From an optimization exercise on the open Yosys and OpenROAD flow, aimed at small area; shortcuts taken in it are not production practice. Only simulation tests tie the RTL to the original design; equivalence was not proved. Power figures rest on the tool's default switching activity, not on a simulated workload.

==> run K <==
## rtc_eqk
module rtc_eqk (
    input  wire        clk,
    input  wire        rst,
    input  wire        c_valid,
    input  wire [39:0] c_cmd,
    output wire        c_ready,
    output reg         c_rvalid,
    output reg  [31:0] c_rdata,
    input  wire        p_valid,
    input  wire [39:0] p_cmd,
    output reg         p_rvalid,
    output reg  [31:0] p_rdata,
    input  wire        t_valid,
    input  wire [39:0] t_cmd,
    input  wire        x_valid,
    input  wire [39:0] x_cmd
);
==> flow/config.mk <==
export PLATFORM = sky130hd
export DESIGN_NAME = rtc_eqk
export DESIGN_NICKNAME = rtc_eqk
export VERILOG_FILES = /design/flow/design.v
export SDC_FILE = /design/flow/constraint.sdc
export NUM_CORES = 4
export LEC_CHECK = 0
export CAP_MARGIN = 10
export CORE_MARGIN = 2
export CORE_UTILIZATION = 60
export SLEW_MARGIN = 10
==> flow/constraint.sdc <==
create_clock -name core_clock -period 12.0 [get_ports {clk}]
set_input_delay 2.4000 -clock core_clock [delete_from_list [all_inputs] [get_ports {clk}]]
set_output_delay 2.4000 -clock core_clock [all_outputs]
set_load 0.01 [all_outputs]
standard.sh (not shown) runs the stock make flow with config.mk's settings and CLKGATE_MAP_FILE= SYNTH_SCRIPT=/design/flow/synth_recipe.tcl, a recipe that flattens the netlist after the stock synthesis.
==> flow/flow/run.sh <==
#!/bin/bash
# The standard layout (standard.sh: the standard flow's synthesis and ORFS flow), with three
# changes:
#  - ABC maps the combinational logic with an area-oriented script
#    (flow/area.abc: &nf with the delay constraint relaxed); everything else in
#    the synthesis, registers included, is synth_recipe.tcl unchanged;
#  - port buffers use the smallest buffer;
#  - the clock tree uses fewer, larger leaf clusters without dummy loads.
set -euo pipefail
W=$(pwd)
{
    head -n 1 synth_recipe.tcl
    echo "proc abc {args} { set i [lsearch \$args -script]; if {\$i >= 0} { lset args [expr {\$i + 1}] $W/flow/area.abc }; yosys abc {*}\$args }"
    tail -n +2 synth_recipe.tcl
} > area_synth.tcl
CTS="-sink_clustering_enable -repair_clock_nets -dont_use_dummy_load"
CTS="$CTS -buf_list sky130_fd_sc_hd__clkbuf_8 -sink_clustering_size 15 -sink_clustering_max_diameter 60"
bash standard.sh \
    "SYNTH_SCRIPT=$W/area_synth.tcl" \
    "BUFFER_PORTS_ARGS=-buffer_cell sky130_fd_sc_hd__buf_1" \
    "CTS_ARGS=$CTS" \
    finish > standard.log 2>&1
==> flow/flow/area.abc <==
&get -n
&st
&dch -f
&nf -R 1000 -p
&st
&syn2
&if -g -K 6
&synch2
&nf -R 1000 -p
&st
&dch -f
&nf -R 1000 -p
&st
&syn2
&if -g -K 6
&synch2
&nf -R 1000 -p
&st
&dch -f
&nf -R 1000 -p
&put
topo
stime -c
dnsize -c
==> inputs of run X, as changes to run K <==
--- a/flow/design.v
+++ b/flow/design.v
@@ -152,34 +152,34 @@
                 dec16[k] = x[k] ^ cc;
                 cc = ~x[k] & cc;
             end
         end
     endfunction
-    function [31:0] add32;
-        input [31:0] x;
-        input [31:0] y;
+    function [31:0] sub32;
+        input [31:0] a;
+        input [31:0] b;
         integer k;
         reg c;
-        begin
-            c = 1'b0;
+                begin
+            c = 1'b1;
             for (k = 0; k < 16; k = k + 1) begin
-                add32[k] = x[k] ^ y[k] ^ c;
-                c = (x[k] & y[k]) | (x[k] & c) | (y[k] & c);
+                sub32[k] = a[k] ^ ~b[k] ^ c;
+                c = (a[k] & ~b[k]) | (a[k] & c) | (~b[k] & c);
             end
-            add32[31:16] = inc16(add16(x[31:16], y[31:16]), c);
+            sub32[31:16] = dec16(hi_diff(a[31:16], b[31:16]), ~c);
         end
     endfunction
-    function [15:0] add16;
-        input [15:0] x;
-        input [15:0] y;
+    function [15:0] hi_diff;
+        input [15:0] a;
+        input [15:0] b;
         integer k;
         reg c;
         begin
-            c = 1'b0;
+            c = 1'b1;
             for (k = 0; k < 16; k = k + 1) begin
-                add16[k] = x[k] ^ y[k] ^ c;
-                c = (x[k] & y[k]) | (x[k] & c) | (y[k] & c);
+                hi_diff[k] = a[k] ^ ~b[k] ^ c;
+                c = (a[k] & ~b[k]) | (a[k] & c) | (~b[k] & c);
             end
         end
     endfunction
     reg [31:0] cnt;
     reg        ten;
@@ -275,19 +275,11 @@
         for (s = 0; s < 32; s = s + 2) begin
             if (wen[s])   buf_q[s]   <= bus_e;
             if (wen[s+1]) buf_q[s+1] <= bus_o;
         end
     end
-    reg [31:0]  rsel;
-    reg [15:0]  head;
-    always @* begin
-        head = 16'h0;
-        for (s = 0; s < 32; s = s + 1) begin
-            rsel[s] = (gi == s);
-            head = head | ({16{rsel[s]}} & buf_q[s]);
-        end
-    end
+    wire [15:0] head = buf_q[gi];
     wire [7:0] k_cur = c_arg[7:0] & care;
     wire [7:0] k_chg = last ^ k_cur;
     wire [2:0] k_i   = ctz8(k_chg);
     wire       k_any = (k_chg != 8'h00);
     wire       k_dn  = !k_cur[k_i];
@@ -386,13 +378,12 @@
                 sleep_n = 1'b1;
         end
         if (wake)
             sleep_n = 1'b0;
     end
-    wire [31:0] ncnt   = ~cnt;
-    wire [31:0] c_diff = ~add32(ncnt, c_arg);
-    wire [31:0] p_diff = ~add32(ncnt, p_arg);
+    wire [31:0] c_diff = sub32(cnt, c_arg);
+    wire [31:0] p_diff = sub32(cnt, p_arg);
     reg [31:0] c_resp;
     always @* begin
         c_resp = 32'h0;
         if (c_ok) begin
             case (c_op)
@@ -438,10 +429,12 @@
             last     <= 8'h00;
             kst      <= KS_UP;
             kv       <= 1'b0;
             fault    <= 3'd0;
             wpend    <= 1'b0;
+            wmode    <= 1'b0;
+            sleep    <= 1'b0;
             c_rvalid <= 1'b0;
             p_rvalid <= 1'b0;
         end else begin
             cnt      <= cnt_n;
             ten      <= ten_c;
@@ -454,18 +447,18 @@
             last     <= last_n;
             kst      <= kst_n;
             kv       <= kv_n;
             fault    <= n_fault;
             wpend    <= wpend_n;
+            wmode    <= wmode_n;
+            sleep    <= sleep_n;
             c_rvalid <= (c_act && !c_wait) || w_done;
             p_rvalid <= p_valid;
         end
     end
     always @(posedge clk) begin
         sub     <= (tick && ivl_nz) ? (t_hit ? 16'h0 : sub_i) : sub_c;
-        wmode   <= wmode_n;
-        sleep   <= sleep_n;
         kidx    <= kidx_n;
         rpt     <= rpt_n;
         age     <= age_n;
         wrem    <= wrem_n;
         c_rdata <= c_resp;
==> flow/flow/run.sh (replaced) <==
#!/bin/bash
# The standard layout (standard.sh: the standard flow's synthesis and ORFS flow), with two
# changes: port buffers use the smallest buffer, and the clock tree uses fewer,
# larger leaf clusters without dummy loads.
set -euo pipefail
CTS="-sink_clustering_enable -repair_clock_nets -dont_use_dummy_load"
CTS="$CTS -buf_list sky130_fd_sc_hd__clkbuf_8 -sink_clustering_size 15 -sink_clustering_max_diameter 60"
bash standard.sh \
    "BUFFER_PORTS_ARGS=-buffer_cell sky130_fd_sc_hd__buf_1" \
    "CTS_ARGS=$CTS" \
    finish > standard.log 2>&1
==> flow/config.mk (replaced) <==
export PLATFORM = sky130hd
export DESIGN_NAME = rtc_eqk
export DESIGN_NICKNAME = rtc_eqk
export VERILOG_FILES = /design/flow/design.v
export SDC_FILE = /design/flow/constraint.sdc
export NUM_CORES = 4
export LEC_CHECK = 0
export CAP_MARGIN = 20
export CORE_MARGIN = 2
export CORE_UTILIZATION = 60
export SLEW_MARGIN = 20
removed: flow/flow/area.abc
==> inputs of run F, as changes to run K <==
--- a/flow/design.v
+++ b/flow/design.v
@@ -152,10 +152,66 @@
                 dec16[k] = x[k] ^ cc;
                 cc = ~x[k] & cc;
             end
         end
     endfunction
+    function [7:0] inc8;                    
+        input [7:0] x;
+        input       c;
+        integer k;
+        reg cc;
+        begin
+            cc = c;
+            for (k = 0; k < 8; k = k + 1) begin
+                inc8[k] = x[k] ^ cc;
+                cc = x[k] & cc;
+            end
+        end
+    endfunction
+    function [5:0] addq;                    
+        input [5:0] x;
+        input [1:0] y;
+        integer k;
+        reg c;
+        begin
+            addq[0] = x[0] ^ y[0];
+            c = x[0] & y[0];
+            addq[1] = x[1] ^ y[1] ^ c;
+            c = (x[1] & y[1]) | (x[1] & c) | (y[1] & c);
+            for (k = 2; k < 6; k = k + 1) begin
+                addq[k] = x[k] ^ c;
+                c = x[k] & c;
+            end
+        end
+    endfunction
+    function [5:0] dec6;                    
+        input [5:0] x;
+        input       c;
+        integer k;
+        reg cc;
+        begin
+            cc = c;
+            for (k = 0; k < 6; k = k + 1) begin
+                dec6[k] = x[k] ^ cc;
+                cc = ~x[k] & cc;
+            end
+        end
+    endfunction
+    function [4:0] add5;                    
+        input [4:0] x;
+        input [4:0] y;
+        input       c;
+        integer k;
+        reg cc;
+        begin
+            cc = c;
+            for (k = 0; k < 5; k = k + 1) begin
+                add5[k] = x[k] ^ y[k] ^ cc;
+                cc = (x[k] & y[k]) | (x[k] & cc) | (y[k] & cc);
+            end
+        end
+    endfunction
     function [31:0] add32;
         input [31:0] x;
         input [31:0] y;
         integer k;
         reg c;
@@ -240,13 +296,13 @@
     wire        t_hit  = (sub_i == ivl_c);
     wire        tev    = tick && ivl_nz && t_hit;
     wire       get_ovf = c_get && (ovf != 8'h00);
     wire       get_pop = c_get && (ovf == 8'h00) && (cntq != 6'd0);
     wire [7:0] ovf_c   = (c_flush || get_ovf) ? 8'h00 : ovf;
-    wire [5:0] cntq_c  = c_flush ? 6'd0 : (cntq - {5'd0, get_pop});
-    wire [4:0] pi_c    = gi + cntq[4:0];      
-    wire [4:0] gi_n    = (c_flush ? pi_c : gi) + {4'd0, get_pop};
+    wire [5:0] cntq_c  = c_flush ? 6'd0 : dec6(cntq, get_pop);
+    wire [4:0] pi_c    = add5(gi, cntq[4:0], 1'b0);      
+    wire [4:0] gi_n    = add5(c_flush ? pi_c : gi, 5'd0, get_pop);
     wire       full_p  = cntq_c[5];
     wire       w0      = p_put && !full_p;
     wire       full_t  = cntq_c[5] || (w0 && cntq_c[4:0] == 5'h1F);
     wire       w1      = tev && !full_t;
     reg [7:0] ovf_n;
@@ -255,11 +311,11 @@
         if (p_put && full_p && ovf_n == 8'h00)
             ovf_n = p_arg[15:8];
         if (tev && full_t && ovf_n == 8'h00)
             ovf_n = 8'h02;
     end
-    wire [5:0] cntq_n = cntq_c + {5'd0, w0} + {5'd0, w1};
+    wire [5:0] cntq_n = addq(cntq_c, {w0 & w1, w0 ^ w1});
     wire [15:0] put_d  = p_arg[15:0];
     wire [15:0] tick_d = {8'h02, cnt_n[7:0]};
     wire        any_w  = w0 | w1;
     wire        both_w = w0 & w1;
     wire [15:0] bus_e  = (!pi_c[0] && w0) ? put_d : tick_d;
@@ -290,11 +346,11 @@
     wire [7:0] k_chg = last ^ k_cur;
     wire [2:0] k_i   = ctz8(k_chg);
     wire       k_any = (k_chg != 8'h00);
     wire       k_dn  = !k_cur[k_i];
     wire       k_own = kv && (kidx == k_i);
-    wire [7:0] rpt_i = (rpt == 8'hFF) ? 8'hFF : rpt + 8'h01;
+    wire [7:0] rpt_i = inc8(rpt, ~&rpt);
     reg  [2:0]  kst_n;
     reg         kv_n;
     reg  [2:0]  kidx_n;
     reg  [7:0]  rpt_n;
     reg  [7:0]  last_n;
@@ -363,14 +419,15 @@
             end
         end
     end
     wire [15:0] age_n = inc16(kref ? 16'h0 : age, tick);
     wire        recheck = wpend && !sleep;
-    wire        w_done  = recheck && (wrem == 16'h0);
-    wire [15:0] wrem_c  = c_wait ? c_arg[15:0] : wrem;
-    wire        wrem_nz = (wrem_c != 16'h0);
-    wire [15:0] wrem_n  = dec16(wrem_c, tick && wrem_nz);
+    wire        w_zero  = (wrem == 16'hFFFF);
+    wire        w_done  = recheck && w_zero;
+    wire [15:0] wrem_c  = c_wait ? ~c_arg[15:0] : wrem;
+    wire        wrem_nz = (wrem_c != 16'hFFFF);
+    wire [15:0] wrem_n  = inc16(wrem_c, tick && wrem_nz);
     wire        wake    = p_valid || tick || x_ok;
     reg wpend_n, wmode_n, sleep_n;
     always @* begin
         wpend_n = wpend;
         wmode_n = wmode;
@@ -378,11 +435,11 @@
         if (c_wait) begin
             wpend_n = 1'b1;
             wmode_n = c_arg[16];
             sleep_n = c_arg[16];
         end else if (recheck) begin
-            if (wrem == 16'h0)
+            if (w_zero)
                 wpend_n = 1'b0;
             else if (wmode)
                 sleep_n = 1'b1;
         end
         if (wake)
==> inputs of run M, as changes to run K <==
--- a/flow/design.v
+++ b/flow/design.v
@@ -152,10 +152,66 @@
                 dec16[k] = x[k] ^ cc;
                 cc = ~x[k] & cc;
             end
         end
     endfunction
+    function [7:0] inc8;                    
+        input [7:0] x;
+        input       c;
+        integer k;
+        reg cc;
+        begin
+            cc = c;
+            for (k = 0; k < 8; k = k + 1) begin
+                inc8[k] = x[k] ^ cc;
+                cc = x[k] & cc;
+            end
+        end
+    endfunction
+    function [5:0] addq;                    
+        input [5:0] x;
+        input [1:0] y;
+        integer k;
+        reg c;
+        begin
+            addq[0] = x[0] ^ y[0];
+            c = x[0] & y[0];
+            addq[1] = x[1] ^ y[1] ^ c;
+            c = (x[1] & y[1]) | (x[1] & c) | (y[1] & c);
+            for (k = 2; k < 6; k = k + 1) begin
+                addq[k] = x[k] ^ c;
+                c = x[k] & c;
+            end
+        end
+    endfunction
+    function [5:0] dec6;                    
+        input [5:0] x;
+        input       c;
+        integer k;
+        reg cc;
+        begin
+            cc = c;
+            for (k = 0; k < 6; k = k + 1) begin
+                dec6[k] = x[k] ^ cc;
+                cc = ~x[k] & cc;
+            end
+        end
+    endfunction
+    function [4:0] add5;                    
+        input [4:0] x;
+        input [4:0] y;
+        input       c;
+        integer k;
+        reg cc;
+        begin
+            cc = c;
+            for (k = 0; k < 5; k = k + 1) begin
+                add5[k] = x[k] ^ y[k] ^ cc;
+                cc = (x[k] & y[k]) | (x[k] & cc) | (y[k] & cc);
+            end
+        end
+    endfunction
     function [31:0] add32;
         input [31:0] x;
         input [31:0] y;
         integer k;
         reg c;
@@ -240,13 +296,13 @@
     wire        t_hit  = (sub_i == ivl_c);
     wire        tev    = tick && ivl_nz && t_hit;
     wire       get_ovf = c_get && (ovf != 8'h00);
     wire       get_pop = c_get && (ovf == 8'h00) && (cntq != 6'd0);
     wire [7:0] ovf_c   = (c_flush || get_ovf) ? 8'h00 : ovf;
-    wire [5:0] cntq_c  = c_flush ? 6'd0 : (cntq - {5'd0, get_pop});
-    wire [4:0] pi_c    = gi + cntq[4:0];      
-    wire [4:0] gi_n    = (c_flush ? pi_c : gi) + {4'd0, get_pop};
+    wire [5:0] cntq_c  = c_flush ? 6'd0 : dec6(cntq, get_pop);
+    wire [4:0] pi_c    = add5(gi, cntq[4:0], 1'b0);      
+    wire [4:0] gi_n    = add5(c_flush ? pi_c : gi, 5'd0, get_pop);
     wire       full_p  = cntq_c[5];
     wire       w0      = p_put && !full_p;
     wire       full_t  = cntq_c[5] || (w0 && cntq_c[4:0] == 5'h1F);
     wire       w1      = tev && !full_t;
     reg [7:0] ovf_n;
@@ -255,11 +311,11 @@
         if (p_put && full_p && ovf_n == 8'h00)
             ovf_n = p_arg[15:8];
         if (tev && full_t && ovf_n == 8'h00)
             ovf_n = 8'h02;
     end
-    wire [5:0] cntq_n = cntq_c + {5'd0, w0} + {5'd0, w1};
+    wire [5:0] cntq_n = addq(cntq_c, {w0 & w1, w0 ^ w1});
     wire [15:0] put_d  = p_arg[15:0];
     wire [15:0] tick_d = {8'h02, cnt_n[7:0]};
     wire        any_w  = w0 | w1;
     wire        both_w = w0 & w1;
     wire [15:0] bus_e  = (!pi_c[0] && w0) ? put_d : tick_d;
@@ -290,11 +346,11 @@
     wire [7:0] k_chg = last ^ k_cur;
     wire [2:0] k_i   = ctz8(k_chg);
     wire       k_any = (k_chg != 8'h00);
     wire       k_dn  = !k_cur[k_i];
     wire       k_own = kv && (kidx == k_i);
-    wire [7:0] rpt_i = (rpt == 8'hFF) ? 8'hFF : rpt + 8'h01;
+    wire [7:0] rpt_i = inc8(rpt, ~&rpt);
     reg  [2:0]  kst_n;
     reg         kv_n;
     reg  [2:0]  kidx_n;
     reg  [7:0]  rpt_n;
     reg  [7:0]  last_n;
@@ -363,14 +419,15 @@
             end
         end
     end
     wire [15:0] age_n = inc16(kref ? 16'h0 : age, tick);
     wire        recheck = wpend && !sleep;
-    wire        w_done  = recheck && (wrem == 16'h0);
-    wire [15:0] wrem_c  = c_wait ? c_arg[15:0] : wrem;
-    wire        wrem_nz = (wrem_c != 16'h0);
-    wire [15:0] wrem_n  = dec16(wrem_c, tick && wrem_nz);
+    wire        w_zero  = (wrem == 16'hFFFF);
+    wire        w_done  = recheck && w_zero;
+    wire [15:0] wrem_c  = c_wait ? ~c_arg[15:0] : wrem;
+    wire        wrem_nz = (wrem_c != 16'hFFFF);
+    wire [15:0] wrem_n  = inc16(wrem_c, tick && wrem_nz);
     wire        wake    = p_valid || tick || x_ok;
     reg wpend_n, wmode_n, sleep_n;
     always @* begin
         wpend_n = wpend;
         wmode_n = wmode;
@@ -378,11 +435,11 @@
         if (c_wait) begin
             wpend_n = 1'b1;
             wmode_n = c_arg[16];
             sleep_n = c_arg[16];
         end else if (recheck) begin
-            if (wrem == 16'h0)
+            if (w_zero)
                 wpend_n = 1'b0;
             else if (wmode)
                 sleep_n = 1'b1;
         end
         if (wake)
--- a/flow/flow/run.sh
+++ b/flow/flow/run.sh
@@ -12,11 +12,11 @@
     head -n 1 synth_recipe.tcl
     echo "proc abc {args} { set i [lsearch \$args -script]; if {\$i >= 0} { lset args [expr {\$i + 1}] $W/flow/area.abc }; yosys abc {*}\$args }"
     tail -n +2 synth_recipe.tcl
 } > area_synth.tcl
 CTS="-sink_clustering_enable -repair_clock_nets -dont_use_dummy_load"
-CTS="$CTS -buf_list sky130_fd_sc_hd__clkbuf_8 -sink_clustering_size 15 -sink_clustering_max_diameter 60"
+CTS="$CTS -buf_list sky130_fd_sc_hd__clkbuf_8 -sink_clustering_size 18 -sink_clustering_max_diameter 60"
 bash standard.sh \
     "SYNTH_SCRIPT=$W/area_synth.tcl" \
     "BUFFER_PORTS_ARGS=-buffer_cell sky130_fd_sc_hd__buf_1" \
     "CTS_ARGS=$CTS" \
     finish > standard.log 2>&1
==> comparison table <==
|  | run X | run K | run M | run F |
|---|---|---|---|---|
| Post-route met1 wirelength | 39.4 mm | 36.9 mm | 39.1 mm | 38.7 mm |
| Static leakage | 12.9 nW | 12.9 nW | 13.1 nW | 13.1 nW |
| Maximum number of pins on one net before global-route repair | 55 | 47 | 47 | 47 |
| Status | complete, no violations | complete, no violations | complete, no violations | complete, no violations |
| Number of cells on the critical path | 37 | 39 | 41 | 41 |
| Portion of netlist area occupied by mux cells | 1.54% | 0.803% | 0.199% | 0.199% |
| Simple-gate area share of the yosys netlist | 11.9% | 12.8% | 12.7% | 12.7% |
| Met1 capacity usage during global routing | 49.4% | 49.0% | 55.1% | 54.8% |
| Minimum hold slack | 0.465 ns | 0.459 ns | 0.468 ns | 0.462 ns |
| Maximum VDD drop | 0.000129 V | 0.0000887 V | 0.000112 V | 0.000106 V |
| Register area | 19900 um2 | 19900 um2 | 19900 um2 | 19900 um2 |
| Worst path slowest cell | sky130_fd_sc_hd__fa_1 | sky130_fd_sc_hd__fa_1 | sky130_fd_sc_hd__or3_1 | sky130_fd_sc_hd__or3_1 |
| Drt pass-1 iters | 7 | 9 | 9 | 10 |
| Core ar. | 55000 um2 | 52400 um2 | 51600 um2 | 51600 um2 |
| CLK BUF | 60 | 59 | 51 | 57 |
| Number of different library cells in the post-synthesis netlist | 103 | 60 | 53 | 53 |
| Portion of the layout cell area used by clock cells | 2.27% | 2.29% | 2.00% | 2.23% |
| Mean instance size in the synthesized netlist | 12.5 um2 | 12.8 um2 | 12.9 um2 | 12.9 um2 |
| Clk pin slew, worst setup/hold paths | 0.07 ns | 0.06 ns | 0.12 ns | 0.09 ns |
| GRT Util Overall | 38.8% | 39.7% | 39.2% | 39.5% |
| FF-to-FF setup slack | 2.76 ns | 2.43 ns | 2.63 ns | 2.61 ns |
| Post-detailed-route via-to-cell ratio | 6.75 | 6.77 | 6.85 | 6.80 |
| Count of antenna diodes in the layout | 6 | 6 | 7 | 5 |
| DR WL met3 | 12.5 mm | 12.6 mm | 16.3 mm | 16.6 mm |
| Row Count | 86 | 84 | 83 | 83 |
| Number of flops mapped to enable cells by yosys | 523 | 524 | 524 | 524 |

## static timing again, ports no longer ideal
Ports are ideal in the flow. The routed layouts listed here were re-timed in OpenROAD. Step 1, drivers: a clkbuf_16 drives clk and a buf_2 each remaining input, both assumed. Step 2 times the ports against the registers' clock, not the clock port: input delays grow and output delays shrink by t, the midpoint of the rising clock arrivals with the driver on. Slacks: no drivers / after step 1 / after step 2; pairs: no drivers / after step 1.
| run | shift t [ns] | setup WS [ns] | clock arrival spread, ns | worst slew at a driven data input, ns |
|---|---|---|---|---|
| run K | 0.717 | 1.057 / 1.092 / 0.375 | 0.122 / 0.123 | 0.11 |
| run X | 0.766 | 1.385 / 1.394 / 0.628 | 0.124 / 0.123 | 0.13 |
| run F | 0.736 | 1.057 / 1.095 / 0.359 | 0.112 / 0.112 | 0.10 |
| run M | 0.717 | 1.043 / 1.083 / 0.366 | 0.105 / 0.104 | 0.10 |
After both steps setup and hold are still met in every run listed. For run X, which loses most, drivers alone change the setup slack by +0.009 ns; drivers and shift together by -0.757 ns.
